From an optimization exercise on the open Yosys and OpenROAD flow, aimed at small area, a short achievable clock period and few clock cycles per item; shortcuts taken in it are not production practice. Function was checked by simulation only, so behaviour that the tests miss may differ from the original. No activity file was given, so power comes from the tool's default toggle rates.

==> flow/design.v <==
module lzw_dec (
    input  wire       clk,
    input  wire       rst,
    input  wire       in_valid,
    input  wire [8:0] in_code,
    output wire       in_ready,
    output wire       out_valid,
    output wire [7:0] out_data,
    output wire       out_end,
    output wire       out_err,
    input  wire       out_ready
);
    localparam integer K  = 6;                  
    localparam integer CW = 3;                  
    reg [8:0] dpre [1:255];
    reg [7:0] dch  [1:255];
    reg       b_v;
    reg [8:0] b_c;
    assign in_ready = !b_v;
    wire take = in_valid && !b_v;
    localparam [1:0] H_EMPTY = 2'd0;            
    localparam [1:0] H_FRESH = 2'd1;            
    localparam [1:0] H_WALK  = 2'd2;            
    reg [1:0] hs;
    reg [8:0] node;
    reg [8:0] cur;                              
    reg [8:0] prev_code;
    reg [7:0] prev_first;
    reg       have_prev;
    reg       skip;                             
    reg [9:0] next_code;                        
    reg       cont;                             
    reg       inpass;                           
    reg [8:0] hl;                               
    reg [8:0] plen;                             
    localparam integer NS = 3;                  
    reg  [1:0]    wp, rp;
    wire [NS-1:0] full_v, last_v, end_v, err_v;
    wire [8*NS-1:0] top_v;
    wire fresh   = (hs == H_FRESH);
    wire walking = (hs == H_WALK);
    wire wfull   = full_v[wp];
    wire nx_full = next_code[9];
    wire cls_lit  = !node[8];
    wire cls_end  = (node == 9'd256);
    wire cls_dict = node[8] && (node[7:0] != 8'd0) &&
                    (nx_full || (node[7:0] < next_code[7:0]));
    wire cls_kwk  = node[8] && !nx_full && (node[7:0] == next_code[7:0]) && have_prev;
    wire cls_bad  = node[8] && !cls_end && !cls_dict && !cls_kwk;
    wire       kwk_hop = fresh && cls_kwk;
    wire [8:0] hp  = kwk_hop ? prev_code  : dpre[node[7:0]];
    wire [7:0] hch = kwk_hop ? prev_first : dch[node[7:0]];
    wire       at_root = !hp[8];
    wire go_fresh = fresh && !skip && !wfull;
    wire f_end    = go_fresh && (cls_end || cls_bad);
    wire f_lit    = go_fresh && cls_lit;
    wire f_hop    = go_fresh && (cls_dict || cls_kwk);
    wire w_hop    = walking && (inpass || !wfull);
    wire hop      = f_hop || w_hop;
    wire p1_done  = hop && !cont && at_root;
    wire c_done   = hop && cont && (hl == 9'd1);
    wire pass_done = p1_done || c_done || f_lit || f_end;
    wire [8:0] hops1  = fresh ? 9'd0 : hl;      
    wire [8:0] len1   = hops1 + 9'd2;           
    wire       long1  = (len1 > K);
    wire       more   = (plen > K);
    wire [8:0] cc     = fresh ? node : cur;
    wire adv = (hs == H_EMPTY) || (fresh && skip) || f_lit || f_end ||
               (p1_done && !long1) || (c_done && !more);
    wire [7:0] root = cls_lit ? node[7:0] : hp[7:0];
    always @(posedge clk) begin
        if (!nx_full) begin
            dpre[next_code[7:0]] <= prev_code;
            dch[next_code[7:0]]  <= root;
        end
    end
    reg       o_v, o_e, o_r, s_v, s_e, s_r;
    reg [7:0] o_d, s_d;
    assign out_valid = o_v;
    assign out_data  = o_d;
    assign out_end   = o_e;
    assign out_err   = o_r;
    wire       rfull  = full_v[rp];
    wire       t_end  = end_v[rp];
    wire       t_err  = err_v[rp];
    wire [7:0] t_dat  = top_v[8*rp +: 8];
    wire       pop    = rfull && !s_v;
    wire       pop_last = pop && last_v[rp];
    wire push1 = (hop && !p1_done) || f_lit;    
    wire push2 = p1_done;                       
    wire [7:0] pdat = f_lit ? node[7:0] : hch;
    genvar gi;
    generate
        for (gi = 0; gi < NS; gi = gi + 1) begin : g_slot
            lzw_slot #(.K(K), .CW(CW)) u_slot (
                .clk(clk), .rst(rst),
                .push1(push1 && wp == gi), .push2(push2 && wp == gi),
                .pdat(pdat), .hch(hch), .root(hp[7:0]),
                .fin(pass_done && wp == gi), .fin_end(f_end), .fin_err(cls_bad),
                .pop(pop && rp == gi),
                .full(full_v[gi]), .last(last_v[gi]), .t_end(end_v[gi]), .t_err(err_v[gi]),
                .top(top_v[8*gi +: 8]));
        end
    endgenerate
    always @(posedge clk) begin
        if (rst) begin
            b_v <= 1'b0; b_c <= 9'd0;
            hs <= H_EMPTY; node <= 9'd0; cur <= 9'd0;
            prev_code <= 9'd0; prev_first <= 8'd0; have_prev <= 1'b0;
            skip <= 1'b0; next_code <= 10'd257;
            cont <= 1'b0; inpass <= 1'b0; hl <= 9'd0; plen <= 9'd0;
            wp <= 2'd0; rp <= 2'd0;
            o_v <= 1'b0; o_e <= 1'b0; o_r <= 1'b0; o_d <= 8'd0;
            s_v <= 1'b0; s_e <= 1'b0; s_r <= 1'b0; s_d <= 8'd0;
        end else begin
            if (adv) begin
                if (b_v) begin
                    node <= b_c; hs <= H_FRESH; b_v <= 1'b0;
                end else if (take) begin
                    node <= in_code; hs <= H_FRESH;
                end else begin
                    hs <= H_EMPTY;
                end
            end else begin
                if (take) begin
                    b_c <= in_code; b_v <= 1'b1;
                end
                if (p1_done || c_done) begin
                    node <= cc; hs <= H_WALK;
                end else if (hop) begin
                    node <= hp; hs <= H_WALK;
                end
            end
            if (fresh && skip && cls_end) skip <= 1'b0;
            if (f_hop) cur <= node;
            if (hop) inpass <= !pass_done;
            if (f_hop && !p1_done) begin
                hl <= 9'd1; cont <= 1'b0;
            end else if (w_hop && !cont && !p1_done) begin
                hl <= hl + 9'd1;
            end else if (p1_done && long1) begin
                cont <= 1'b1; plen <= len1 - K; hl <= len1 - K;
            end else if (c_done) begin
                if (more) begin
                    plen <= plen - K; hl <= plen - K;
                end else begin
                    cont <= 1'b0;
                end
            end else if (hop && cont) begin
                hl <= hl - 9'd1;
            end
            if (f_end) begin
                next_code <= 10'd257; have_prev <= 1'b0;
                if (cls_bad) skip <= 1'b1;
            end
            if (f_lit || p1_done) begin
                prev_code  <= cc;
                prev_first <= root;
                have_prev  <= 1'b1;
                if (have_prev && !nx_full) next_code <= next_code + 10'd1;
            end
            if (pass_done) wp <= (wp == NS - 1) ? 2'd0 : wp + 2'd1;
            if (pop_last)  rp <= (rp == NS - 1) ? 2'd0 : rp + 2'd1;
            if (o_v && !out_ready) begin
                if (pop) begin
                    s_v <= 1'b1; s_d <= t_dat; s_e <= t_end; s_r <= t_err;
                end
            end else begin
                if (s_v) begin
                    o_v <= 1'b1; o_d <= s_d; o_e <= s_e; o_r <= s_r; s_v <= 1'b0;
                end else if (pop) begin
                    o_v <= 1'b1; o_d <= t_dat; o_e <= t_end; o_r <= t_err;
                end else begin
                    o_v <= 1'b0;
                end
            end
        end
    end
endmodule
module lzw_slot #(
    parameter integer K  = 8,
    parameter integer CW = 4
) (
    input  wire       clk,
    input  wire       rst,
    input  wire       push1,                    
    input  wire       push2,                    
    input  wire [7:0] pdat,
    input  wire [7:0] hch,
    input  wire [7:0] root,
    input  wire       fin,                      
    input  wire       fin_end,                  
    input  wire       fin_err,
    input  wire       pop,
    output reg        full,
    output wire       last,
    output reg        t_end,
    output reg        t_err,
    output wire [7:0] top
);
    reg [8*K-1:0] st;
    reg [CW-1:0]  cnt;
    assign top  = st[7:0];
    assign last = (cnt == 1);
    wire [CW:0] c1 = cnt + 1'b1;
    wire [CW:0] c2 = cnt + 2'd2;
    always @(posedge clk) begin
        if (push2)      st <= {st[8*K-17:0], hch, root};
        else if (push1) st <= {st[8*K-9:0], pdat};
        else if (pop)   st <= {8'd0, st[8*K-1:8]};
    end
    always @(posedge clk) begin
        if (rst) begin
            full <= 1'b0; cnt <= 0; t_end <= 1'b0; t_err <= 1'b0;
        end else begin
            if (fin) begin
                full <= 1'b1; t_end <= fin_end; t_err <= fin_err;
            end
            if (fin && fin_end)  cnt <= 1;
            else if (push2)      cnt <= (c2 > K) ? K[CW-1:0] : c2[CW-1:0];
            else if (push1)      cnt <= (c1 > K) ? K[CW-1:0] : c1[CW-1:0];
            else if (pop) begin
                cnt <= cnt - 1'b1;
                if (cnt == 1) full <= 1'b0;
            end
        end
    end
endmodule
==> flow/flow/run.sh <==
#!/bin/bash
# The standard layout, with the timing repair steps aiming for a setup
# slack of MARGIN ns (the design's clock and constraints are unchanged).
set -euo pipefail
MARGIN=10
bash standard.sh synth > synth_make.log 2>&1
bash standard.sh SETUP_SLACK_MARGIN=$MARGIN finish > layout_make.log 2>&1
==> flow/standard.sh <==
#!/bin/bash
# synth_recipe.tcl (not shown) runs the flow's synth.tcl, then flattens the netlist and writes it again
# the make line also repeats each setting of config.mk as NAME=value (left out here)
make -C /OpenROAD-flow-scripts/flow DESIGN_CONFIG=/design/flow/config.mk WORK_HOME=/design/flow/orfs CLKGATE_MAP_FILE= SYNTH_SCRIPT=/design/flow/synth_recipe.tcl "${@:-finish}"
==> flow/config.mk <==
export PLATFORM = sky130hd
export DESIGN_NAME = lzw_dec
export DESIGN_NICKNAME = lzw_dec
export VERILOG_FILES = /design/flow/design.v
export SDC_FILE = /design/flow/constraint.sdc
export NUM_CORES = 4
export LEC_CHECK = 0
export CAP_MARGIN = 20
export CORE_MARGIN = 2
export CORE_UTILIZATION = 30
export SLEW_MARGIN = 20
==> flow/constraint.sdc <==
create_clock -name core_clock -period 15.0 [get_ports {clk}]
set_input_delay 3.0000 -clock core_clock [delete_from_list [all_inputs] [get_ports {clk}]]
set_output_delay 3.0000 -clock core_clock [all_outputs]
set_load 0.01 [all_outputs]
==> results of run 1 <==
registers in the layout, summed over array words and instances (netlist names), 2 cells and up, named ones only:
register,flops
node,9
plen,9
s_d,8
g_slot.u_slot.t_end,3
g_slot.u_slot.t_err,3
hl,9
wp,2
cur,9
hs,2
g_slot.u_slot.st,144
next_code,10
prev_code,9
g_slot.u_slot.cnt,9
o_d,8
dch,2040
b_c,9
g_slot.u_slot.full,3
prev_first,8
rp,2
dpre,2295
per-stage QoR:
stage,hold WS [ns],setup slack [ns],utilization (%)
2_1_floorplan,0.427,10.59,-
3_3_place_gp,0.445,7.21,32.1
3_5_place_dp,0.453,6.90,32.1
4_1_cts,0.462,9.99,34.9
5_1_grt,0.482,9.92,35.0
6_report,0.467,9.83,35.0
cells in the final DEF (no fill, tap or decap), types with 13 or more instances in the layout:
master           count
a211oi_1            61
a21oi_1            154
a22o_1              35
a22oi_1             39
a31oi_1             15
a32oi_1             14
and2_1              13
buf_12              27
buf_16              39
buf_4              377
buf_6               18
bufbuf_16           30
bufinv_16           36
clkbuf_1            89
clkbuf_16          462
clkdlybuf4s50_1     19
clkinv_1           117
clkinv_2            93
dfxtp_1            112
dfxtp_4             15
edfxtp_1          4479
ha_1                40
inv_1               40
mux2_2              15
mux2i_1            257
mux4_2            1303
nand2_1            305
nand3_1             57
nand4_1             14
nor2_1             354
nor2_2             117
nor2b_1             30
nor3_1              33
o21ai_0            119
o21ai_1             23
xnor2_1             14
xor2_1              15
cells in the mapped netlist, types with 36 or more instances:
| cell type | instances |
|---|---|
| dfxtp_1 | 131 |
| mux2i_1 | 265 |
| nor2_1 | 483 |
| edfxtp_1 | 4479 |
| a211oi_1 | 68 |
| buf_4 | 60 |
| clkbuf_1 | 265 |
| ha_1 | 40 |
| nor3_1 | 36 |
| inv_1 | 43 |
| a21oi_1 | 156 |
| a22oi_1 | 43 |
| mux4_2 | 1303 |
| o21ai_0 | 129 |
| buf_2 | 113 |
| nand3_1 | 67 |
| nand2_1 | 311 |
kinds of logic after synthesis:
logic type,share of synthesized area [%]
compound gates,2.26
xor+xnor,0.140
fa+ha+maj,0.276
buf+inv,1.42
flops,75.7
mux,17.8
simple gates,2.38
layer usage:
layer	share of wire [%]	GRT usage, %	vias to the layer above
li1	-	-	36500
met1	40	22.2	49500
met2	46	25.1	4937
met3	11	3.62	881
met4	3.6	5.06	10
met5	0.012	0	-
power breakdown:
group / internal, uW / switching, uW
Sequential: 16700 / 426
Combinational: 5330 / 9030
Clock: 6200 / 4920
final timing paths:
path | end | slack, ns | cells past startpoint
hold / removal | inpass | 0.47 | 2
hold reg to reg | inpass | 0.47 | 2
setup reg to reg | dch[26][6] | 9.83 | 12
setup / recovery | dch[26][6] | 9.83 | 12
timing repair:
item                                    in CTS  in global routing
gates resized for setup                    245                 40
endpoints found under the setup margin    2285               1171
pin swaps                                    7                  8
setup buffers                               38                  5
cloned                                      46                 10
critical path, cell delays in order (launching register included):
cell      delay, ns
dfxtp_4        0.42
buf_12         0.15
buf_16         0.27
buf_16         0.21
buf_16         0.19
mux4_2         0.32
mux4_2         0.60
mux4_2         0.64
o21ai_4        0.38
a211oi_2       0.21
buf_4          0.30
mux2_8         0.46
buf_12         0.24
area by class of cell:
class / count / area [um2]
multi-input combinational: 3313 / 42800
sequential: 4610 / 137000
timing repair buffer: 527 / 6110
clock inverter: 289 / 2670
fill: 55100 / 391000
tap: 8036 / 10100
inverter: 47 / 195
antenna: 12 / 30.0
clock buffer: 545 / 11700
timing repair inverter: 1 / 8.76
==> impl_metrics.csv, run 1 <==
group,metric,value,unit
timing,setup_viol,0,
logic_synthesis,yosys.area.top_type,"edfxtp_1",
timing,fin_crit_sh,34.5,%
timing,finalCriticalPeriod,5.17,ns
worst_hold_path,holdCritStartpoint,"inpass",
floorplanning,chipWidth,781,um
global_routing,antenna_found_initial,30,
logic_synthesis,async_reset_ff_share,0,%
flow_run,cap_violations,0,
floorplanning,design.die.area,610000,um2
placement,hpwlAfterDp,278000,um
logic_synthesis,synthFlopType,"edfxtp_1",
logic_synthesis,synth.ff_latch_count,4610,
clock_network,holdBufCountCts,0,
routing,routed_wl,508000,um
power_and_ir_drop,p_leak,0.0647,uW
floorplanning,die_h,781,um
placement,placed_cells,16400,
logic_synthesis,yosysWarnings,2,
timing,tightestPinTransition,1.15,ns
critical_path,crit_type,"reg -> reg",
run_status,status,"no timing/DRC/antenna violations",
critical_path,arrival,5.74,ns
critical_path,cp-start-kind,"flop",
logic_synthesis,synth_edf_count,4479,
clock_network,cts_made_buffers,452,
routing,drt_iter0_drc,13600,
logic_synthesis,mappedNetlistArea,181000,um2
logic_synthesis,ys_top_cells_by_area,"edfxtp_1 74%, mux4_2 16%, mux2i_1 1.5%",
logic_synthesis,syn-num-nets,8499,
clock_network,htree_num_levels,5,
timing,timing.fmax,0.193,GHz
global_routing,grt-ovfl-total,0,
clock_network,cts_buffer_depth,4,
power_and_ir_drop,vdd_ir_drop_max,0.200,mV
timing,hold_viol_final,0,
placement,dpl_cell_area,193000,um2
clock_network,clk_latency,1.06,ns
placement,io_buffers,24,
layout,final_layout_size_suffix_gt1_share,29.2,%
timing,rsz0062_at_grt,"yes",
logic_synthesis,syn_inst,8446,
global_routing,grt_first_pass_wirelength,709000,um
logic_synthesis,synth-seq-area-share,75.7,%
routing,wire_per_inst,29.2,um
placement,gp_congestion,0.841,
layout,final_area,211000,um2
timing,fin_skew,0.125,ns
logic_synthesis,yosys.area.top_type_share,74.3,%
floorplanning,floorplan.initialDensity,30.1,%
routing,first_pass_iters,7,
routing,vias,91800,
timing,slew-limit-headroom,23.1,%
routing,antenna_left,0,
logic_synthesis,ys_types,87,
routing,via_per_inst,5.28,
clock_network,clk_pin_slew_worst_paths,0.07,ns
layout,syn_to_final_growth,16.4,%
routing,route.detailed.drc,0,
worst_hold_path,hp-class,"reg -> reg",
global_routing,first_global_vias,91400,
power_and_ir_drop,cellPowerDensity,202,nW/um2
timing,maxSlewViolCount,0,
layout,layout.nets,9005,
logic_synthesis,avgSynthCellArea,21.4,um2
layout,fin_cells,17400,
power_and_ir_drop,fin_total_pwr,42600,uW
timing,setup_tns,0,ns
floorplanning,rows,285,
floorplanning,ioPinCount,25,
critical_path,cp-end-kind,"flop",
clock_network,root_buffer,"clkbuf_16",
floorplanning,core-area,602000,um2
critical_path,cp.required,15.57,ns
global_routing,grt_max_degree,223,
critical_path,worst-path-max-fanout,112,
clock_network,cts_sinks,4610,
global_routing,grt_util_all_layers,16.0,%
clock_network,cts_tree,"yes",
Testbench counts, summed over its fixed seeds: cycles 61,994, items 61,365.
==> inputs of run 2 (changes only) <==
--- a/flow/config.mk
+++ b/flow/config.mk
@@ -5,7 +5,8 @@
 export SDC_FILE = /design/flow/constraint.sdc
 export NUM_CORES = 4
 export LEC_CHECK = 0
+export ABC_CLOCK_PERIOD_IN_PS = 4500
 export CAP_MARGIN = 20
 export CORE_MARGIN = 2
-export CORE_UTILIZATION = 30
+export CORE_UTILIZATION = 45
 export SLEW_MARGIN = 20
==> run 2 against run 1 <==
- still clean
- clock power hardly changed
- sequential cell count stayed put
- synthesized cell count is the same
- sequential power barely moved
- clock-buffer cell count rose by 4
- final area fell by 1.4%
- die area down 33%
- cell count down 16%
- critical path depth shrank 1
- power up 1.1%
- hold slack worse by 0.012 ns
- largest power group unchanged
- highest routed layer unchanged
==> impl_metrics.csv, run 2 <==
group,metric,value,unit
run_status,status,"no timing/DRC/antenna violations",
timing,setup_tns,0,ns
timing,slew-limit-headroom,16.5,%
clock_network,clk_latency,1.01,ns
placement,hpwlAfterDp,271000,um
clock_network,holdBufCountCts,0,
floorplanning,floorplan.initialDensity,45.3,%
timing,rsz0062_at_grt,"yes",
routing,routed_wl,506000,um
logic_synthesis,synth-seq-area-share,75.7,%
timing,finalCriticalPeriod,5.08,ns
critical_path,cpMostUsedCell,"mux4_2",
floorplanning,ioPinCount,25,
routing,route.detailed.drc,0,
power_and_ir_drop,vdd_ir_drop_max,0.186,mV
timing,setup_viol,0,
critical_path,cpLargestDelayFamily,"multiplexers",
logic_synthesis,mappedNetlistArea,181000,um2
logic_synthesis,synth_adder_area_share,0.276,%
critical_path,worst-path-max-fanout,40,
critical_path,cp_slowest_cell,"a222oi_1",
logic_synthesis,syn-num-nets,8499,
layout,final_layout_size_suffix_gt1_share,30.0,%
timing,hold_viol_final,0,
floorplanning,die_h,638,um
layout,layout.nets,9042,
logic_synthesis,synth.ff_latch_count,4610,
critical_path,cp.depth,11,
logic_synthesis,yosysMostFrequentCell,"edfxtp_1",
power_and_ir_drop,cellPowerDensity,207,nW/um2
logic_synthesis,ys_top_cells_by_area,"edfxtp_1 74%, mux4_2 16%, mux2i_1 1.5%",
clock_network,cts_sinks,4610,
logic_synthesis,yosys.area.top_type,"edfxtp_1",
logic_synthesis,synth_edf_count,4479,
timing,fin_crit_sh,33.9,%
timing,timing.fmax,0.197,GHz
critical_path,crit_type,"reg -> reg",
logic_synthesis,yosys.area.top_type_share,74.3,%
logic_synthesis,synthSimpleGateAreaFrac,2.38,%
floorplanning,rows,232,
routing,wire_per_inst,34.5,um
critical_path,cp-end-kind,"flop",
floorplanning,design.die.area,408000,um2
worst_hold_path,hp-class,"reg -> reg",
logic_synthesis,yosysWarnings,2,
global_routing,antenna_found_initial,19,
critical_path,critPathMaxStageDelay,0.77,ns
timing,fin_skew,0.0900,ns
floorplanning,chipWidth,638,um
placement,placed_cells,13700,
layout,fin_cells,14700,
logic_synthesis,synthFlopType,"edfxtp_1",
logic_synthesis,synth_top_family_by_area,"multiplexers",
flow_run,cap_violations,0,
global_routing,grt_util_all_layers,24.5,%
critical_path,cp_num_buf_inv,5,
layout,largest_reg_flops,2295,
routing,vias,91500,
clock_network,htree_num_levels,5,
clock_network,cts_made_buffers,456,
global_routing,grt_max_degree,192,
global_routing,first_global_vias,90600,
layout,final_area,208000,um2
floorplanning,core-area,400000,um2
routing,drt_iter0_drc,12500,
timing,tightestPinTransition,1.25,ns
layout,layout_commonest_cell,"edfxtp_1",
logic_synthesis,avgSynthCellArea,21.4,um2
placement,gp_congestion,0.843,
timing,whs,0.455,ns
worst_hold_path,hold_depth,2,
clock_network,cts_tree,"yes",
clock_network,cts_buffer_depth,4,
critical_path,cp.required,15.63,ns
routing,via_per_inst,6.24,
placement,io_buffers,24,
logic_synthesis,synth_compound_area_share,2.26,%
logic_synthesis,synthMuxAreaShare,17.8,%
global_routing,grt_first_pass_wirelength,706000,um
critical_path,cp-start-kind,"flop",
global_routing,grt-ovfl-total,0,
clock_network,clk_pin_slew_worst_paths,0.07,ns
critical_path,arrival,5.71,ns
placement,dpl_cell_area,190000,um2
logic_synthesis,async_reset_ff_share,0,%
layout,layout_common_cells,"4,479 x edfxtp_1, 1,303 x mux4_2, 464 x clkbuf_16, 391 x buf_4, 336 x nor2_1",
critical_path,path_cells,"buf_12, buf_16, buf_12, buf_16, mux4_2, mux4_2, mux4_2, a222oi_1, o32ai_4, buf_4, mux2_4",
timing,maxSlewViolCount,0,
routing,first_pass_iters,7,
layout,syn_to_final_growth,14.8,%
clock_network,root_buffer,"clkbuf_16",
logic_synthesis,ys_types,87,
power_and_ir_drop,p_leak,0.0649,uW
logic_synthesis,synthXorXnorAreaFrac,0.140,%
logic_synthesis,syn_inst,8446,
routing,antenna_left,0,
critical_path,reg2reg_depth,11,
logic_synthesis,synth_top_cells_by_count,"4,479 x edfxtp_1, 1,303 x mux4_2, 483 x nor2_1",
run 2: path summary, 6_finish.rpt:
check                           slack (ns)   start           to
worst max-delay path                  9.92    flop  dch[110][7]
worst min-delay path                  0.46  cur[4]       cur[4]
worst max register to register        9.92    flop  dch[110][7]
worst min register to register        0.46  cur[4]       cur[4]
run 2: final cells by class:
class                      instances  area, um2
timing repair buffer             548       6300
multi-input combinational       3326      43100
antenna                           16       40.0
clock inverter                   300       2550
sequential                      4610     137000
inverter                          47        199
fill                           30700     192000
tap                             5265       6590
clock buffer                     549      11900
run 2: worst reg2reg max path: cells and delay by family (launching register included):
family | cells | cell delay, ns
mux | 4 | 2.26
compound gates | 2 | 1.04
flops | 1 | 0.39
buf+inv | 5 | 1.02
run 2: cell families (layout without fill, tap and decap cells):
kind of cell | count (synthesis) | in the layout
AOI/OAI and AO/OA | 617 | 617
xor gates and xnor gates | 29 | 29
adders and majority gates | 40 | 40
buffers and inverters | 538 | 1444
DFF | 4610 | 4610
muxes | 1591 | 1619
other | 0 | 16
and+or+nand+nor | 1021 | 1021
run 2: report_power, final:
group / internal [uW] / switching [uW] / total (uW) / leakage [uW]
sequential: 16700 / 456 / 17100 / 0.0422
combinational: 5470 / 9340 / 14800 / 0.0156
clock: 6240 / 4880 / 11100 / 0.00706
run 2: routing by layer:
metal / up-vias / track usage [%] / share of wire (%)
met3: 767 / 4.95 / 9.5
met1: 49500 / 34.4 / 40
met4: 6 / 8.13 / 3.8
met5: - / 0 / 0.0087
met2: 4650 / 38.5 / 47
li1: 36600 / - / -
run 2: stage by stage:
stage	utilization, %	total power, uW	setup slack [ns]
after floorplan	-	24900	10.59
after global placement	47.4	29600	7.13
after detailed placement	47.4	29900	6.85
after CTS	51.8	42800	9.91
after global routing	52.0	44200	9.92
final	52.0	43100	9.92
run 2: timing repair:
item,4_1_cts,5_1_grt
pin swaps,7,9
gates resized for setup,259,49
gates cloned,57,11
setup endpoints to repair,2282,1223
buffers inserted,32,16
==> inputs of run 3 (changes only) <==
--- a/flow/design.v
+++ b/flow/design.v
@@ -47,9 +47,14 @@
                     (nx_full || (node[7:0] < next_code[7:0]));
     wire cls_kwk  = node[8] && !nx_full && (node[7:0] == next_code[7:0]) && have_prev;
     wire cls_bad  = node[8] && !cls_end && !cls_dict && !cls_kwk;
+    reg        wv;
+    reg [7:0]  wa;
+    reg [8:0]  wd_pre;
+    reg [7:0]  wd_ch;
+    wire       byp     = wv && (node[7:0] == wa);
     wire       kwk_hop = fresh && cls_kwk;
-    wire [8:0] hp  = kwk_hop ? prev_code  : dpre[node[7:0]];
-    wire [7:0] hch = kwk_hop ? prev_first : dch[node[7:0]];
+    wire [8:0] hp  = kwk_hop ? prev_code  : byp ? wd_pre : dpre[node[7:0]];
+    wire [7:0] hch = kwk_hop ? prev_first : byp ? wd_ch  : dch[node[7:0]];
     wire       at_root = !hp[8];
     wire go_fresh = fresh && !skip && !wfull;
     wire f_end    = go_fresh && (cls_end || cls_bad);
@@ -69,10 +74,17 @@
                (p1_done && !long1) || (c_done && !more);
     wire [7:0] root = cls_lit ? node[7:0] : hp[7:0];
     always @(posedge clk) begin
-        if (!nx_full) begin
-            dpre[next_code[7:0]] <= prev_code;
-            dch[next_code[7:0]]  <= root;
-        end
+        if (wv) begin
+            dpre[wa] <= wd_pre;
+            dch[wa]  <= wd_ch;
+        end
+    end
+    always @(posedge clk) begin
+        if (rst) wv <= 1'b0;
+        else     wv <= !nx_full;
+        wa     <= next_code[7:0];
+        wd_pre <= prev_code;
+        wd_ch  <= root;
     end
     reg       o_v, o_e, o_r, s_v, s_e, s_r;
     reg [7:0] o_d, s_d;
==> flow/flow/run.sh (replaced) <==
#!/bin/bash
# The standard layout, with the timing repair steps aiming for a setup
# slack of MARGIN ns (the design's clock and constraints are unchanged).
set -euo pipefail
MARGIN=10.5
bash standard.sh synth > synth_make.log 2>&1
bash standard.sh SETUP_SLACK_MARGIN=$MARGIN finish > layout_make.log 2>&1
--- a/flow/config.mk
+++ b/flow/config.mk
@@ -5,7 +5,6 @@
 export SDC_FILE = /design/flow/constraint.sdc
 export NUM_CORES = 4
 export LEC_CHECK = 0
-export ABC_CLOCK_PERIOD_IN_PS = 4500
 export CAP_MARGIN = 20
 export CORE_MARGIN = 2
 export CORE_UTILIZATION = 45
==> run 3 against run 2 <==
- die area is 0.22% higher
- non-clock buffer count is 119 higher
- via count is 3.1% higher
- cell count is 1.8% higher
- register-to-register slack better by 0.52 ns
- area after synthesis is 0.22% higher
- hold slack worse by 0.091 ns
- combinational power is 71% lower
- clock power is 4% higher
- critical path type unchanged
- critical endpoint is now g_slot[2].u_slot.t_end
- largest cell class unchanged
- highest routed layer unchanged
==> impl_metrics.csv, run 3 <==
group,metric,value,unit
timing,setup_viol,0,
floorplanning,rows,233,
global_routing,grt_max_degree,105,
logic_synthesis,syn_inst,8613,
routing,route.detailed.drc,0,
critical_path,cpMostUsedCell,"mux4_2",
clock_network,cts_made_buffers,462,
layout,layout_common_cells,"4,479 x edfxtp_1, 1,254 x mux4_2, 485 x clkbuf_16, 442 x buf_4, 355 x nor2_1",
global_routing,grt-ovfl-total,0,
layout,layout.nets,9294,
critical_path,cp.required,15.86,ns
floorplanning,design.die.area,409000,um2
critical_path,critPathMaxStageDelay,0.53,ns
clock_network,clk_pin_slew_worst_paths,0.07,ns
critical_path,worst-path-max-fanout,7,
clock_network,cts_sinks,4636,
power_and_ir_drop,fin_total_pwr,31000,uW
placement,io_buffers,24,
logic_synthesis,synth_top_cells_by_count,"4,479 x edfxtp_1, 1,254 x mux4_2, 489 x nor2_1",
floorplanning,chipWidth,639,um
critical_path,cp_slowest_cell,"mux4_2",
critical_path,arrival,5.42,ns
floorplanning,core-area,402000,um2
timing,slew-limit-headroom,19.3,%
timing,fin_skew,0.0658,ns
timing,timing.fmax,0.219,GHz
worst_hold_path,hp-class,"reg -> reg",
layout,layout_commonest_cell,"edfxtp_1",
timing,finalCriticalPeriod,4.56,ns
layout,largest_reg_flops,2295,
logic_synthesis,async_reset_ff_share,0,%
logic_synthesis,yosysWarnings,2,
logic_synthesis,ys_types,83,
floorplanning,floorplan.initialDensity,45.1,%
clock_network,cts_tree,"yes",
clock_network,clk_latency,1.03,ns
global_routing,grt_first_pass_wirelength,734000,um
power_and_ir_drop,p_leak,0.0665,uW
floorplanning,ioPinCount,25,
routing,drt_iter0_drc,13600,
routing,routed_wl,534000,um
critical_path,cp-end-kind,"flop",
routing,antenna_left,0,
routing,wire_per_inst,35.8,um
logic_synthesis,yosysMostFrequentCell,"edfxtp_1",
layout,syn_to_final_growth,16.4,%
placement,hpwlAfterDp,291000,um
logic_synthesis,ys_top_cells_by_area,"edfxtp_1 74%, mux4_2 16%, dfxtp_1 1.7%",
timing,whs,0.364,ns
timing,setup_tns,0,ns
clock_network,root_buffer,"clkbuf_16",
logic_synthesis,synth.ff_latch_count,4636,
routing,vias,94300,
run_status,status,"no timing/DRC/antenna violations",
logic_synthesis,yosys.area.top_type_share,74.1,%
logic_synthesis,synthFlopType,"edfxtp_1",
worst_hold_path,holdCritStartpoint,"next_code[4]",
critical_path,reg2reg_depth,16,
layout,post-route-util,52.5,%
routing,first_pass_iters,6,
logic_synthesis,synth_edf_count,4479,
critical_path,r2r_end,"g_slot[2].u_slot.t_end",
logic_synthesis,yosys.area.top_type,"edfxtp_1",
logic_synthesis,avgSynthCellArea,21.1,um2
logic_synthesis,synth-seq-area-share,75.8,%
critical_path,cp-start-kind,"flop",
flow_run,cap_violations,0,
logic_synthesis,mappedNetlistArea,182000,um2
power_and_ir_drop,p_seq_share,49.0,%
power_and_ir_drop,combPwrFrac,13.9,%
worst_hold_path,hold_depth,0,
power_and_ir_drop,clkPwrFrac,37.1,%
critical_path,path_cells,"buf_12, buf_16, buf_16, mux4_2, mux4_2, mux4_2, nor2_4, a31oi_4, o311a_4, o31a_4, buf_4, o311ai_4, buf_4, nand2_1, nand2_1, a21oi_1",
placement,gp_congestion,0.908,
global_routing,first_global_vias,93000,
global_routing,antenna_found_initial,26,
timing,fin_crit_sh,30.4,%
global_routing,grt_util_all_layers,25.7,%
layout,final_layout_size_suffix_gt1_share,31.2,%
clock_network,htree_num_levels,5,
worst_hold_path,holdPathEnd,"wa[4]",
critical_path,crit_type,"reg -> reg",
floorplanning,die_h,639,um
power_and_ir_drop,cellPowerDensity,147,nW/um2
timing,maxSlewViolCount,0,
power_and_ir_drop,switching_share,25.5,%
timing,tightestPinTransition,1.21,ns
timing,hold_viol_final,0,
clock_network,cts_buffer_depth,4,
critical_path,regToRegSetupSlack,10.44,ns
power_and_ir_drop,vdd_ir_drop_max,0.128,mV
routing,via_per_inst,6.32,
power_and_ir_drop,intPower,23100,uW
logic_synthesis,syn-num-nets,8659,
power_and_ir_drop,switchingPower,7920,uW
timing,rsz0062_at_grt,"yes",
## run 3: cells by family after synthesis
family                     Yosys count  synth area share (%)
buffers and inverters              550                  1.39
and+or+nand+nor                   1101                  2.63
xor gates and xnor gates            39                 0.188
muxes                             1503                  17.0
AOI/OAI and AO/OA                  751                  2.79
DFF                               4636                  75.8
adders and majority gates           33                 0.227
## run 3: metrics by stage
| stage | instances | worst slack (ns) | area [um2] |
|---|---|---|---|
| 4_1_cts | 14800 | 10.44 | 210000 |
| 3_5_place_dp | 13800 | 7.53 | 190000 |
| 2_1_floorplan | 8613 | 10.58 | 182000 |
| 5_1_grt | 14900 | 10.40 | 211000 |
| 3_3_place_gp | 13800 | 7.54 | 190000 |
| 6_report | 14900 | 10.44 | 211000 |
## run 3: how the worst max path moves through the flow
stage	start	end	cells past startpoint	slack (ns)
2_1_floorplan	wd_pre[2]	flop	5	10.58
3_3_place_gp	flop	prev_first[2]	16	7.54
3_5_place_dp	flop	g_slot[2].u_slot.st[1]	13	7.53
4_1_cts	b_v	in_ready	2	10.44
5_1_grt	flop	g_slot[2].u_slot.t_end	16	10.40
6_report	flop	g_slot[2].u_slot.t_end	16	10.44
## run 3: routing by layer
layer	GRT usage [%]	wire length [um]	vias up
li1	-	-	37400
met1	35.6	208000	51000
met2	40.8	254000	5089
met3	4.68	50400	846
met4	9.61	22300	4
met5	0	28	-
## run 3: repair_timing
action / CTS / global route
gates resized for setup: 450 / 180
buffers inserted: 111 / 43
hold buffers: 0 / 0
pin swaps: 24 / 41
cloned: 64 / 24
endpoints found under the setup margin: 261 / 279
## run 3: worst max-delay path: cells and delay by family, from the launching register on
family                 cells  cell delay [ns]
AND/OR/NAND/NOR            3             0.30
buffers and inverters      5             0.78
AO/OA/AOI/OAI              5             1.29
flip-flops                 1             0.40
multiplexers               3             1.56
## run 3: layout make-up
| type | count | area, um2 |
|---|---|---|
| Sequential cell | 4636 | 138000 |
| Clock inverter | 281 | 2840 |
| Timing Repair inverter | 2 | 17.5 |
| Fill cell | 31000 | 191000 |
| Inverter | 50 | 224 |
| Clock buffer | 561 | 12100 |
| Multi-Input combinational cell | 3429 | 43200 |
| Antenna cell | 10 | 25.0 |
| Tap cell | 5287 | 6620 |
| Timing Repair Buffer | 667 | 8540 |
## run 3: power groups by stage
stage	clock network [uW]	logic, uW	registers (uW)
floorplan	0	1930	15700
global placement	0	3490	15500
detailed placement	0	3590	15500
CTS	11600	4150	15200
global route	12100	4460	15200
finish	11500	4320	15200
Testbench counts of run 3, summed over its fixed seeds: cycles 61,994, items 61,365.
==> inputs of run 4 (changes only) <==
--- a/flow/design.v
+++ b/flow/design.v
@@ -16,8 +16,9 @@
     reg [7:0] dch  [1:255];
     reg       b_v;
     reg [8:0] b_c;
-    assign in_ready = !b_v;
-    wire take = in_valid && !b_v;
+    reg       b_free;                           
+    assign in_ready = b_free;
+    wire take = in_valid && b_free;
     localparam [1:0] H_EMPTY = 2'd0;            
     localparam [1:0] H_FRESH = 2'd1;            
     localparam [1:0] H_WALK  = 2'd2;            
@@ -116,7 +117,7 @@
     endgenerate
     always @(posedge clk) begin
         if (rst) begin
-            b_v <= 1'b0; b_c <= 9'd0;
+            b_v <= 1'b0; b_free <= 1'b1; b_c <= 9'd0;
             hs <= H_EMPTY; node <= 9'd0; cur <= 9'd0;
             prev_code <= 9'd0; prev_first <= 8'd0; have_prev <= 1'b0;
             skip <= 1'b0; next_code <= 10'd257;
@@ -127,7 +128,7 @@
         end else begin
             if (adv) begin
                 if (b_v) begin
-                    node <= b_c; hs <= H_FRESH; b_v <= 1'b0;
+                    node <= b_c; hs <= H_FRESH; b_v <= 1'b0; b_free <= 1'b1;
                 end else if (take) begin
                     node <= in_code; hs <= H_FRESH;
                 end else begin
@@ -135,7 +136,7 @@
                 end
             end else begin
                 if (take) begin
-                    b_c <= in_code; b_v <= 1'b1;
+                    b_c <= in_code; b_v <= 1'b1; b_free <= 1'b0;
                 end
                 if (p1_done || c_done) begin
                     node <= cc; hs <= H_WALK;
--- a/flow/config.mk
+++ b/flow/config.mk
@@ -7,5 +7,7 @@
 export LEC_CHECK = 0
 export CAP_MARGIN = 20
 export CORE_MARGIN = 2
-export CORE_UTILIZATION = 45
+export CORE_UTILIZATION = 50
+export CTS_CLUSTER_DIAMETER = 120
+export CTS_CLUSTER_SIZE = 25
 export SLEW_MARGIN = 20
==> run 4 against run 3 <==
- setup slack worse by 0.059 ns
- via count shrank 2.1%
- sequential power is 3% lower
==> impl_metrics.csv, run 4 <==
group,metric,value,unit
routing,vias,92400,
global_routing,grt_max_degree,209,
logic_synthesis,synth_edf_count,4479,
logic_synthesis,synth.ff_latch_count,4637,
power_and_ir_drop,vdd_ir_drop_max,0.103,mV
power_and_ir_drop,p_leak,0.0605,uW
power_and_ir_drop,cellPowerDensity,127,nW/um2
layout,largest_reg_flops,2295,
logic_synthesis,syn_inst,8684,
logic_synthesis,yosys.area.top_type_share,73.9,%
routing,drt_iter0_drc,14300,
global_routing,grt_util_all_layers,28.0,%
floorplanning,rows,221,
timing,fin_skew,0.0544,ns
routing,antenna_left,0,
clock_network,clk_pin_slew_worst_paths,0.11,ns
timing,timing.fmax,0.216,GHz
critical_path,cp.required,15.89,ns
floorplanning,chipWidth,607,um
layout,final_layout_size_suffix_gt1_share,26.9,%
layout,layout_commonest_cell,"edfxtp_1",
timing,rsz0062_at_grt,"yes",
logic_synthesis,avgSynthCellArea,21.0,um2
clock_network,cts_tree,"yes",
layout,nFillCells,27100,
layout,layout_common_cells,"4,479 x edfxtp_1, 1,200 x mux4_2, 408 x buf_4, 314 x nor2_1, 230 x mux2i_1",
global_routing,grt-ovfl-total,0,
floorplanning,floorplan.initialDensity,50.2,%
clock_network,clk_latency,0.99,ns
flow_run,cap_violations,0,
global_routing,first_global_vias,89700,
timing,fin_crit_sh,30.8,%
timing,maxSlewViolCount,0,
floorplanning,ioPinCount,25,
layout,seqCellArea,138000,um2
logic_synthesis,mappedNetlistArea,182000,um2
worst_hold_path,holdCritStartpoint,"prev_code[2]",
timing,slew-limit-headroom,19.0,%
layout,layout.nets,8993,
clock_network,cts_made_buffers,207,
floorplanning,core-area,362000,um2
logic_synthesis,yosysWarnings,2,
floorplanning,design.die.area,369000,um2
logic_synthesis,yosysMostFrequentCell,"edfxtp_1",
worst_hold_path,hp-class,"reg -> reg",
clock_network,cts_buffer_depth,4,
floorplanning,die_h,607,um
placement,placed_cells,13400,
logic_synthesis,async_reset_ff_share,0,%
layout,fin_cells,13800,
routing,via_per_inst,6.70,
layout,multiInputGateArea,42900,um2
clock_network,htree_num_levels,4,
logic_synthesis,syn-num-nets,8726,
logic_synthesis,synthFlopType,"edfxtp_1",
critical_path,worst-path-max-fanout,37,
routing,route.detailed.drc,0,
timing,finalCriticalPeriod,4.62,ns
logic_synthesis,synth-seq-area-share,75.7,%
run_status,status,"no timing/DRC/antenna violations",
critical_path,arrival,5.51,ns
timing,hold_viol_final,0,
critical_path,cp-start-kind,"flop",
timing,setup_tns,0,ns
routing,wire_per_inst,38.0,um
logic_synthesis,yosys.area.top_type,"edfxtp_1",
timing,setup_viol,0,
clock_network,root_buffer,"clkbuf_16",
global_routing,grt_first_pass_wirelength,725000,um
placement,io_buffers,24,
placement,gp_congestion,0.890,
critical_path,crit_type,"reg -> reg",
critical_path,cp-end-kind,"flop",
timing,tightestPinTransition,1.22,ns
global_routing,antenna_found_initial,12,
logic_synthesis,synth_top_cells_by_count,"4,479 x edfxtp_1, 1,200 x mux4_2, 454 x nor2_1",
layout,syn_to_final_growth,9.46,%
routing,first_pass_iters,8,
logic_synthesis,ys_types,91,
routing,routed_wl,524000,um
logic_synthesis,ys_top_cells_by_area,"edfxtp_1 74%, mux4_2 15%, dfxtp_1 1.7%",
clock_network,cts_sinks,4637,
clock_network,holdBufCountCts,0,
placement,hpwlAfterDp,307000,um
-- run 4: cell types whose count changed after synthesis, moves of 39 or more --
| cell | delta |
|---|---|
| clkbuf_1 | -46 |
| nand3_1 | +39 |
| mux4_2 | -54 |
| a22oi_1 | +156 |
| nand2_1 | -95 |
| a211oi_1 | -46 |
| a21oi_1 | +50 |
| buf_4 | +46 |
-- run 4: cell type report --
cell class | instances | area share [%]
flip-flops and latches | 4637 | 69.2
multi-input cells | 3482 | 21.6
repair buffers | 579 | 3.39
well taps | 4794 | 3.01
clock buffers | 238 | 2.70
inverters | 44 | 0.0905
clock inverters | 9 | 0.0647
diodes | 8 | 0.0101
-- run 4: repair_timing --
action	in CTS	in global routing
setup endpoints to repair	262	224
buffers inserted	59	33
cloned	37	11
resized for setup	427	61
pin swaps	22	9
-- run 4: report_power, final --
part           total, uW  switching (uW)  internal, uW  leakage (uW)
Clock               6490            3910          2570       0.00269
Sequential         14800             172         14600        0.0424
Combinational       4050            2550          1500        0.0154
-- run 4: routing by layer --
| metal | part of all wire (%) | GRT usage (%) | vias up |
|---|---|---|---|
| met4 | 4.4 | 10.2 | 2 |
| met2 | 47 | 44.1 | 4886 |
| met5 | 0.0025 | 0 | - |
| met1 | 39 | 39.9 | 50200 |
| met3 | 9.4 | 4.74 | 811 |
| li1 | - | - | 36500 |
-- run 4: final timing paths --
path | to | slack [ns] | cells past startpoint
worst max-delay path | flop | 10.38 | 13
worst min-delay path | wd_pre[2] | 0.36 | 0
worst min register to register | wd_pre[2] | 0.36 | 0
worst max register to register | flop | 10.38 | 13
-- run 4: per-stage QoR --
stage	cell area, um2	setup WS (ns)	hold slack [ns]	utilization [%]	power (uW)
2_1_floorplan	182000	10.53	0.343	-	17300
3_3_place_gp	189000	6.91	0.353	52.2	18600
3_5_place_dp	189000	6.91	0.351	52.3	18700
4_1_cts	198000	10.48	0.360	54.7	25300
5_1_grt	199000	10.46	0.371	55.0	26000
6_report	199000	10.38	0.359	55.0	25400
-- run 4: kinds of logic after synthesis --
| logic type | share of synthesized area (%) |
|---|---|
| and+or+nand+nor | 2.71 |
| muxes | 16.3 |
| AOI/OAI and AO/OA | 3.21 |
| xor gates and xnor gates | 0.178 |
| DFF | 75.7 |
| adders and majority gates | 0.199 |
| buffers and inverters | 1.75 |
-- run 4: critical path, cell delays in order, from the launching register on --
cell and delay [ns]:
dfxtp_4 0.48, buf_6 0.38, buf_12 0.36, nor2b_4 0.23, buf_4 0.45, a22oi_1 0.24, a211oi_4 0.59, o31ai_1 0.19
a41oi_2 0.45, nor3_2 0.16, nor3_4 0.38, mux2i_1 0.12, a31oi_1 0.19, o221a_2 0.21
Testbench counts of run 4, summed over its fixed seeds: cycles 61,994, items 61,365.
==> inputs of run 5 (changes only) <==
--- a/flow/design.v
+++ b/flow/design.v
@@ -10,7 +10,7 @@
     output wire       out_err,
     input  wire       out_ready
 );
-    localparam integer K  = 6;                  
+    localparam integer K  = 5;                  
     localparam integer CW = 3;                  
     reg [8:0] dpre [1:255];
     reg [7:0] dch  [1:255];
@@ -68,7 +68,7 @@
     wire pass_done = p1_done || c_done || f_lit || f_end;
     wire [8:0] hops1  = fresh ? 9'd0 : hl;      
     wire [8:0] len1   = hops1 + 9'd2;           
-    wire       long1  = (len1 > K);
+    wire       long1  = (len1 > K + 1);
     wire       more   = (plen > K);
     wire [8:0] cc     = fresh ? node : cur;
     wire adv = (hs == H_EMPTY) || (fresh && skip) || f_lit || f_end ||
@@ -99,17 +99,17 @@
     wire [7:0] t_dat  = top_v[8*rp +: 8];
     wire       pop    = rfull && !s_v;
     wire       pop_last = pop && last_v[rp];
-    wire push1 = (hop && !p1_done) || f_lit;    
-    wire push2 = p1_done;                       
-    wire [7:0] pdat = f_lit ? node[7:0] : hch;
+    wire set_head = f_lit || f_end || (hop && !cont);
+    wire start_ok = fresh && !skip;
     genvar gi;
     generate
         for (gi = 0; gi < NS; gi = gi + 1) begin : g_slot
             lzw_slot #(.K(K), .CW(CW)) u_slot (
                 .clk(clk), .rst(rst),
-                .push1(push1 && wp == gi), .push2(push2 && wp == gi),
-                .pdat(pdat), .hch(hch), .root(hp[7:0]),
-                .fin(pass_done && wp == gi), .fin_end(f_end), .fin_err(cls_bad),
+                .sel(wp == gi), .push(hop), .hch(hch),
+                .set_head(set_head), .hd(root),
+                .s_end(start_ok && (cls_end || cls_bad)), .s_err(cls_bad),
+                .fin(pass_done && wp == gi),
                 .pop(pop && rp == gi),
                 .full(full_v[gi]), .last(last_v[gi]), .t_end(end_v[gi]), .t_err(err_v[gi]),
                 .top(top_v[8*gi +: 8]));
@@ -152,7 +152,7 @@
             end else if (w_hop && !cont && !p1_done) begin
                 hl <= hl + 9'd1;
             end else if (p1_done && long1) begin
-                cont <= 1'b1; plen <= len1 - K; hl <= len1 - K;
+                cont <= 1'b1; plen <= len1 - (K + 1); hl <= len1 - (K + 1);
             end else if (c_done) begin
                 if (more) begin
                     plen <= plen - K; hl <= plen - K;
@@ -166,9 +166,9 @@
                 next_code <= 10'd257; have_prev <= 1'b0;
                 if (cls_bad) skip <= 1'b1;
             end
+            if (set_head) prev_first <= root;
             if (f_lit || p1_done) begin
                 prev_code  <= cc;
-                prev_first <= root;
                 have_prev  <= 1'b1;
                 if (have_prev && !nx_full) next_code <= next_code + 10'd1;
             end
@@ -191,19 +191,19 @@
     end
 endmodule
 module lzw_slot #(
-    parameter integer K  = 8,
-    parameter integer CW = 4
+    parameter integer K  = 5,
+    parameter integer CW = 3
 ) (
     input  wire       clk,
     input  wire       rst,
-    input  wire       push1,                    
-    input  wire       push2,                    
-    input  wire [7:0] pdat,
+    input  wire       sel,                      
+    input  wire       push,                     
     input  wire [7:0] hch,
-    input  wire [7:0] root,
+    input  wire       set_head,                 
+    input  wire [7:0] hd,
+    input  wire       s_end,                    
+    input  wire       s_err,
     input  wire       fin,                      
-    input  wire       fin_end,                  
-    input  wire       fin_err,
     input  wire       pop,
     output reg        full,
     output wire       last,
@@ -213,28 +213,31 @@
 );
     reg [8*K-1:0] st;
     reg [CW-1:0]  cnt;
-    assign top  = st[7:0];
-    assign last = (cnt == 1);
+    reg [7:0]     head;
+    reg           has_head;
+    assign top  = has_head ? head : st[7:0];
+    assign last = has_head ? (cnt == 0) : (cnt == 1);
     wire [CW:0] c1 = cnt + 1'b1;
-    wire [CW:0] c2 = cnt + 2'd2;
-    always @(posedge clk) begin
-        if (push2)      st <= {st[8*K-17:0], hch, root};
-        else if (push1) st <= {st[8*K-9:0], pdat};
-        else if (pop)   st <= {8'd0, st[8*K-1:8]};
+    wire        wr = sel && !full;
+    always @(posedge clk) begin
+        if (wr && push)              st <= {st[8*K-9:0], hch};
+        else if (pop && !has_head)   st <= {8'd0, st[8*K-1:8]};
+        if (wr && set_head)          head <= hd;
+        if (wr) begin
+            t_end <= s_end; t_err <= s_err;
+        end
     end
     always @(posedge clk) begin
         if (rst) begin
-            full <= 1'b0; cnt <= 0; t_end <= 1'b0; t_err <= 1'b0;
+            full <= 1'b0; cnt <= 0; has_head <= 1'b0;
         end else begin
-            if (fin) begin
-                full <= 1'b1; t_end <= fin_end; t_err <= fin_err;
-            end
-            if (fin && fin_end)  cnt <= 1;
-            else if (push2)      cnt <= (c2 > K) ? K[CW-1:0] : c2[CW-1:0];
-            else if (push1)      cnt <= (c1 > K) ? K[CW-1:0] : c1[CW-1:0];
-            else if (pop) begin
-                cnt <= cnt - 1'b1;
-                if (cnt == 1) full <= 1'b0;
+            if (wr && fin) full <= 1'b1;
+            if (wr && set_head) has_head <= 1'b1;
+            if (wr && push) cnt <= (c1 > K) ? K[CW-1:0] : c1[CW-1:0];
+            if (pop) begin
+                if (has_head) has_head <= 1'b0;
+                else          cnt <= cnt - 1'b1;
+                if (last)     full <= 1'b0;
             end
         end
     end
==> run 5 against run 4 <==
- still clean on timing, DRC and antenna
- maximum frequency up 0.20%
- critical path depth down 2
- cell count up 0.13%
- final area down 0.78%
- via count down 1.0%
- sequential share of layout area up 0.61 points
- clock skew down 0.0024 ns
- routed wire length down 1.0%
- synthesized cell count up 0.78%
- largest cell class unchanged
- largest power group unchanged
==> impl_metrics.csv, run 5 <==
group,metric,value,unit
run_status,status,"no timing/DRC/antenna violations",
critical_path,cp.required,15.92,ns
routing,routed.top_layer,"met5",
layout,syn_to_final_growth,8.71,%
critical_path,worst-path-max-fanout,9,
timing,whs,0.373,ns
global_routing,grt_util_all_layers,28.0,%
worst_hold_path,holdPathEnd,"wd_pre[6]",
routing,via_per_inst,6.62,
layout,nFillCells,27300,
critical_path,cp-end-kind,"flop",
routing,drt_iter0_drc,13600,
timing,timing.fmax,0.217,GHz
logic_synthesis,ys_top_cells_by_area,"edfxtp_1 74%, mux4_2 15%, dfxtp_1 1.7%",
clock_network,cts_buffer_depth,4,
critical_path,reg2reg_depth,11,
layout,layout_commonest_cell,"edfxtp_1",
layout,layout.nets,9017,
logic_synthesis,avgSynthCellArea,20.8,um2
timing,setup_tns,0,ns
timing,fin_skew,0.0520,ns
critical_path,r2r_end,"prev_first[2]",
logic_synthesis,yosysMostFrequentCell,"edfxtp_1",
layout,post-route-util,54.5,%
layout,layout_common_cells,"4,485 x edfxtp_1, 1,178 x mux4_2, 474 x nand2_1, 379 x buf_4, 283 x nor2_1",
global_routing,first_global_vias,89700,
floorplanning,ioPinCount,25,
timing,hold_viol_final,0,
logic_synthesis,synth_edf_count,4485,
routing,dr_wl_met2,246000,um
timing,maxSlewViolCount,0,
clock_network,root_buffer,"clkbuf_16",
routing,antenna_left,0,
logic_synthesis,ys_types,96,
global_routing,grt_first_pass_wirelength,717000,um
routing,route.detailed.drc,0,
routing,m1WireLength,203000,um
clock_network,holdBufCountCts,0,
floorplanning,core-area,362000,um2
power_and_ir_drop,p_leak,0.0605,uW
floorplanning,design.die.area,368000,um2
clock_network,cts_tree,"yes",
floorplanning,chipWidth,607,um
global_routing,grt_max_degree,210,
logic_synthesis,yosys.area.top_type_share,74.1,%
logic_synthesis,syn_inst,8752,
timing,rsz0062_at_grt,"yes",
worst_hold_path,holdCritStartpoint,"prev_code[6]",
clock_network,clk_pin_slew_worst_paths,0.11,ns
logic_synthesis,syn-num-nets,8794,
critical_path,cpMostUsedCell,"a21oi_1",
routing,first_pass_iters,6,
routing,dr_wl_met3,50800,um
placement,hpwlAfterDp,305000,um
clock_network,cts_sinks,4640,
timing,tightestPinTransition,1.29,ns
placement,gp_congestion,0.866,
critical_path,crit_type,"reg -> reg",
routing,routed_wl,518000,um
timing,fin_crit_sh,30.7,%
critical_path,crit_path_start,"wa[5]",
routing,vias,91400,
logic_synthesis,synth-seq-area-share,75.8,%
layout,largest_reg_flops,2295,
critical_path,arrival,5.53,ns
layout,final_layout_size_suffix_gt1_share,26.0,%
global_routing,antenna_found_initial,23,
placement,io_buffers,24,
critical_path,cp_num_buf_inv,1,
worst_hold_path,hold_depth,0,
timing,finalCriticalPeriod,4.61,ns
critical_path,cp-start-kind,"flop",
timing,setup_viol,0,
critical_path,path_cells,"xnor2_1, nand3_1, nor3_2, buf_4, nor2_1, o211ai_1, nor4_2, a211oi_1, a21oi_1, nand2_1, a21oi_1",
logic_synthesis,synth.ff_latch_count,4640,
power_and_ir_drop,cellPowerDensity,140,nW/um2
global_routing,grt-ovfl-total,0,
logic_synthesis,yosys.area.top_type,"edfxtp_1",
clock_network,clk_latency,0.99,ns
floorplanning,die_h,607,um
critical_path,regToRegSetupSlack,10.39,ns
floorplanning,rows,221,
floorplanning,floorplan.initialDensity,50.2,%
routing,wire_per_inst,37.5,um
logic_synthesis,async_reset_ff_share,0,%
worst_hold_path,hp-class,"reg -> reg",
critical_path,cp.depth,11,
critical_path,critPathMaxStageDelay,0.98,ns
critical_path,cp_slowest_cell,"dfxtp_1",
logic_synthesis,yosysWarnings,2,
flow_run,cap_violations,0,
critical_path,reg2reg_from,"wa[5]",
timing,slew-limit-headroom,13.9,%
critical_path,cpLargestDelayFamily,"simple AND/OR/NAND/NOR gates",
logic_synthesis,synth_top_cells_by_count,"4,485 x edfxtp_1, 1,178 x mux4_2, 497 x nand2_1",
power_and_ir_drop,vdd_ir_drop_max,0.100,mV
power_and_ir_drop,fin_total_pwr,27600,uW
clock_network,cts_made_buffers,208,
logic_synthesis,mappedNetlistArea,182000,um2
logic_synthesis,synthFlopType,"edfxtp_1",
clock_network,htree_num_levels,4,
[run 5: cell families after synthesis]
logic type               after synthesis  synth area share, %
buffers and inverters                543                 1.75
XOR/XNOR                              33                0.159
multiplexers                        1463                 16.2
flip-flops                          4640                 75.8
AND/OR/NAND/NOR                     1344                 3.24
AO/OA/AOI/OAI                        700                 2.65
adder cells (fa/ha/maj)               29                0.200
[run 5: per-layer routing]
layer  GRT usage (%)  vias up
met3            5.40      680
met5               0        -
met4            8.80        4
met1            39.6    49800
li1                -    36400
met2            44.4     4627
[run 5: stage by stage]
step                      instance area [um2]  instances  worst slack, ns
after floorplan                        182000       8752            10.54
after global placement                 189000      13500             8.11
after detailed placement               189000      13500             8.20
after CTS                              197000      13800            10.48
after global routing                   198000      13800            10.37
final                                  198000      13800            10.39
[run 5: final cells by class]
class                   count  area, um2  share of cell area (%)
flip-flops and latches   4640     138000                    69.8
multi-input cells        3569      42200                    21.4
repair buffers            512       5730                    2.90
clock buffers             230       5350                    2.71
diodes                      9       22.5                  0.0114
inverters                  44        189                  0.0956
well taps                4794       6000                    3.04
clock inverters            11        174                  0.0880
[run 5: worst max-delay path by stage]
stage / endpoint / slack (ns)
global placement: prev_first[7] / 8.11
finish: prev_first[2] / 10.39
detailed placement: g_slot[0].u_slot.st[7] / 8.20
floorplan: prev_first[2] / 10.54
global route: prev_first[5] / 10.37
CTS: g_slot[0].u_slot.st[1] / 10.48
[run 5: worst reg2reg max path, stage by stage, from the launching register on]
cell and delay, ns:
dfxtp_1 0.98, xnor2_1 0.17, nand3_1 0.24, nor3_2 0.10, buf_4 0.24, nor2_1 0.77, o211ai_1 0.64, nor4_2 0.56
a211oi_1 0.14, a21oi_1 0.45, nand2_1 0.10, a21oi_1 0.16
[run 5: repair_timing]
action,in CTS,in global routing
buffers inserted,34,1
gates resized for setup,265,48
cloned,26,9
pin swaps,10,7
setup endpoints to repair,191,158
[run 5: power by group]
group          total [uW]  switching, uW  leakage, uW  internal [uW]
Sequential          15200            262       0.0423          14900
Combinational        5950           3760       0.0154           2190
Clock                6500           3930      0.00270           2580
Testbench counts of run 5, summed over its fixed seeds: cycles 61,994, items 61,365.
==> inputs of run 6 (changes only) <==
==> flow/flow/run.sh (replaced) <==
#!/bin/bash
# The standard layout, with the timing repair steps aiming for a setup
# slack of MARGIN ns (the design's clock and constraints are unchanged).
set -euo pipefail
MARGIN=10.55
bash standard.sh synth > synth_make.log 2>&1
bash standard.sh SETUP_SLACK_MARGIN=$MARGIN finish > layout_make.log 2>&1
--- a/flow/config.mk
+++ b/flow/config.mk
@@ -5,9 +5,9 @@
 export SDC_FILE = /design/flow/constraint.sdc
 export NUM_CORES = 4
 export LEC_CHECK = 0
-export CAP_MARGIN = 20
+export CAP_MARGIN = 10
 export CORE_MARGIN = 2
 export CORE_UTILIZATION = 50
 export CTS_CLUSTER_DIAMETER = 120
 export CTS_CLUSTER_SIZE = 25
-export SLEW_MARGIN = 20
+export SLEW_MARGIN = 10
==> run 6 against run 5 <==
- cell count rose by 0.63%
- maximum frequency increased by 2.2%
- combinational power up 3%
- setup slack better by 0.098 ns
- global-route usage increased by 0.40 points
- area after synthesis is the same
- first-iteration DRC count is 1.5% higher
- sequential share of layout area is 0.35 points lower
- clock power rose by 0.8%
- clock skew is 0.012 ns higher
- critical endpoint is now g_slot[2].u_slot.st[1]
- largest power group unchanged
- highest routed layer unchanged
==> impl_metrics.csv, run 6 <==
group,metric,value,unit
power_and_ir_drop,p_leak,0.0610,uW
clock_network,cts_sinks,4640,
logic_synthesis,synth_top_cells_by_count,"4,485 x edfxtp_1, 1,178 x mux4_2, 497 x nand2_1",
critical_path,crit_type,"reg -> reg",
floorplanning,design.die.area,368000,um2
routing,drt_iter0_drc,13800,
timing,fin_crit_sh,30.1,%
clock_network,cts_made_buffers,209,
logic_synthesis,syn_inst,8752,
timing,setup_tns,0,ns
clock_network,clk_pin_slew_worst_paths,0.11,ns
layout,layout_commonest_cell,"edfxtp_1",
logic_synthesis,synth-seq-area-share,75.8,%
logic_synthesis,synthMuxAreaShare,16.2,%
logic_synthesis,synth_edf_count,4485,
timing,tightestPinTransition,1.25,ns
layout,syn_to_final_growth,9.26,%
routing,dr_wl_met2,248000,um
timing,whs,0.370,ns
routing,routed_wl,525000,um
global_routing,grt_util_all_layers,28.4,%
floorplanning,chipWidth,607,um
placement,place_ws,7.95,ns
global_routing,antenna_found_initial,20,
timing,rsz0062_at_grt,"yes",
clock_network,cts_buffer_depth,4,
clock_network,htree_num_levels,4,
logic_synthesis,avgSynthCellArea,20.8,um2
clock_network,clk_latency,1.00,ns
logic_synthesis,ys_types,96,
flow_run,cap_violations,0,
global_routing,grt-ovfl-total,0,
logic_synthesis,syn-num-nets,8794,
placement,hpwlAfterDp,303000,um
routing,via_per_inst,6.62,
routing,routed.top_layer,"met5",
critical_path,reg2reg_depth,13,
logic_synthesis,synth_top_family_by_area,"multiplexers",
critical_path,cp-end-kind,"flop",
critical_path,arrival,5.26,ns
logic_synthesis,yosysMostFrequentCell,"edfxtp_1",
logic_synthesis,synthFlopType,"edfxtp_1",
layout,largest_reg_flops,2295,
critical_path,r2r_end,"g_slot[2].u_slot.st[1]",
logic_synthesis,mappedNetlistArea,182000,um2
critical_path,crit_end,"g_slot[2].u_slot.st[1]",
critical_path,cp.required,15.75,ns
timing,timing.fmax,0.222,GHz
global_routing,first_global_vias,89000,
floorplanning,floorplan.initialDensity,50.2,%
global_routing,grt_max_degree,257,
layout,nFillCells,27200,
power_and_ir_drop,vdd_ir_drop_max,0.104,mV
clock_network,root_buffer,"clkbuf_16",
routing,route.detailed.drc,0,
logic_synthesis,yosys.area.top_type_share,74.1,%
logic_synthesis,yosysWarnings,2,
placement,io_buffers,24,
timing,setup_slack,10.49,ns
logic_synthesis,yosys.area.top_type,"edfxtp_1",
worst_hold_path,hp-class,"reg -> reg",
layout,layout.nets,9075,
timing,setup_viol,0,
logic_synthesis,synth_adder_area_share,0.200,%
placement,gp_congestion,0.895,
layout,layout_common_cells,"4,485 x edfxtp_1, 1,178 x mux4_2, 475 x nand2_1, 413 x buf_4, 269 x nor2_1",
logic_synthesis,async_reset_ff_share,0,%
routing,dr_wl_met3,51800,um
power_and_ir_drop,cellPowerDensity,140,nW/um2
routing,m1WireLength,204000,um
run_status,status,"no timing/DRC/antenna violations",
layout,final_layout_size_suffix_gt1_share,26.6,%
logic_synthesis,synthSimpleGateAreaFrac,3.24,%
floorplanning,core-area,362000,um2
routing,wire_per_inst,37.8,um
clock_network,cts_tree,"yes",
timing,slew-limit-headroom,16.8,%
timing,finalCriticalPeriod,4.51,ns
timing,fin_skew,0.0645,ns
floorplanning,rows,221,
routing,vias,92000,
logic_synthesis,ys_top_cells_by_area,"edfxtp_1 74%, mux4_2 15%, dfxtp_1 1.7%",
critical_path,cp-start-kind,"flop",
routing,antenna_left,0,
timing,maxSlewViolCount,0,
layout,fin_cells,13900,
floorplanning,die_h,607,um
clock_network,holdBufCountCts,0,
global_routing,grt_first_pass_wirelength,723000,um
critical_path,worst-path-max-fanout,22,
floorplanning,ioPinCount,25,
logic_synthesis,synth.ff_latch_count,4640,
routing,first_pass_iters,6,
critical_path,regToRegSetupSlack,10.49,ns
timing,hold_viol_final,0,
logic_synthesis,synth_compound_area_share,2.65,%
placement,placed_cells,13500,
logic_synthesis,synthXorXnorAreaFrac,0.159,%
[run 6: cell counts after synthesis]
No cell type changed its count.
[run 6: how the worst min path moves through the flow]
stage | startpoint | endpoint | slack (ns) | cells past startpoint
2_1_floorplan | prev_code[8] | wd_pre[8] | 0.34 | 0
3_3_place_gp | prev_code[5] | wd_pre[5] | 0.35 | 0
3_5_place_dp | prev_code[8] | wd_pre[8] | 0.35 | 0
4_1_cts | prev_code[8] | wd_pre[8] | 0.37 | 0
5_1_grt | prev_code[8] | wd_pre[8] | 0.39 | 0
6_report | prev_code[8] | wd_pre[8] | 0.37 | 0
[run 6: metrics by stage]
stage	area (um2)	utilization, %	power (uW)
detailed placement	189000	52.3	20900
CTS	198000	54.7	27800
global placement	189000	52.3	20800
global route	199000	54.8	28600
finish	199000	54.8	27900
floorplan	182000	-	18800
[run 6: routing by layer]
| layer | up-vias | GRT usage, % |
|---|---|---|
| li1 | 36500 | - |
| met1 | 49900 | 40.3 |
| met2 | 4878 | 44.7 |
| met3 | 711 | 5.49 |
| met4 | 6 | 9.47 |
| met5 | - | 0 |
[run 6: logic make-up after synthesis]
group                      Yosys count
buffers and inverters              543
AOI/OAI and AO/OA                  700
muxes                             1463
xor gates and xnor gates            33
DFF                               4640
and+or+nand+nor                   1344
adders and majority gates           29
[run 6: power by group]
part	total, uW	internal (uW)	switching [uW]	leakage (uW)
Sequential	15200	14900	245	0.0423
Combinational	6130	2280	3860	0.0159
Clock	6550	2590	3970	0.00275
[run 6: critical path, cell delays in order, from the launching register on]
cell and delay, ns:
dfxtp_4 0.40, buf_12 0.15, buf_4 0.29, buf_8 0.32, mux4_2 0.54, mux4_2 0.54
and2_1 0.23, a211oi_2 0.41, a31oi_1 0.13, mux2i_4 0.34, nor2_1 0.17, a21oi_2 0.24
o21ai_1 0.17, mux2_2 0.31
[run 6: layout make-up]
class | instances | area (um2) | share of cell area [%]
Sequential cell | 4640 | 138000 | 69.4
Multi-Input combinational cell | 3569 | 42100 | 21.2
Timing Repair Buffer | 568 | 6650 | 3.35
Tap cell | 4794 | 6000 | 3.02
Clock buffer | 253 | 5420 | 2.73
Clock inverter | 15 | 253 | 0.127
Inverter | 44 | 198 | 0.0996
Antenna cell | 12 | 30.0 | 0.0151
Timing Repair inverter | 1 | 8.76 | 0.00441
[run 6: repair_timing]
action / CTS / global route
gates cloned: 48 / 4
pin swaps: 12 / 12
setup buffers: 45 / 17
endpoints found under the setup margin: 231 / 209
gates resized for setup: 303 / 45

==> what the ideal ports hide <==
The results above use ideal ports. As a check the final layouts listed here were re-extracted and re-timed, cells and wires unchanged. Step 1 assumes that a clkbuf_16 drives the clock port and a buf_2 every other input. Step 2, shift: input delay + t, output delay - t, t = (earliest + latest rising clock arrival at the registers) / 2. This alone moves slack from input paths to output paths. a / b / c = ideal ports / drivers / drivers and shift; a / b = the first two.
run | t, ns | slack for setup (ns) | hold slack, ns | worst data-port slew with drivers (ns) | cell pins on the clock port's net
run 1 | 1.117 | 9.828 / 9.828 / 9.672 | 0.467 / 0.467 / 0.467 | 0.04 | 1
run 2 | 1.079 | 9.917 / 9.917 / 9.888 | 0.455 / 0.455 / 0.455 | 0.04 | 1
run 3 | 1.109 | 10.437 / 10.380 / 10.158 | 0.364 / 0.364 / 0.364 | 0.04 | 1
run 4 | 1.061 | 10.379 / 10.379 / 9.797 | 0.359 / 0.359 / 0.359 | 0.22 | 1
run 5 | 1.085 | 10.388 / 10.388 / 9.721 | 0.373 / 0.373 / 0.373 | 0.09 | 1
run 6 | 1.076 | 10.486 / 10.403 / 9.728 | 0.370 / 0.370 / 0.370 | 0.11 | 1
After both steps setup and hold are still met in every run listed. For run 6, which loses most, drivers alone change the setup slack by -0.083 ns; drivers and shift together by -0.758 ns.
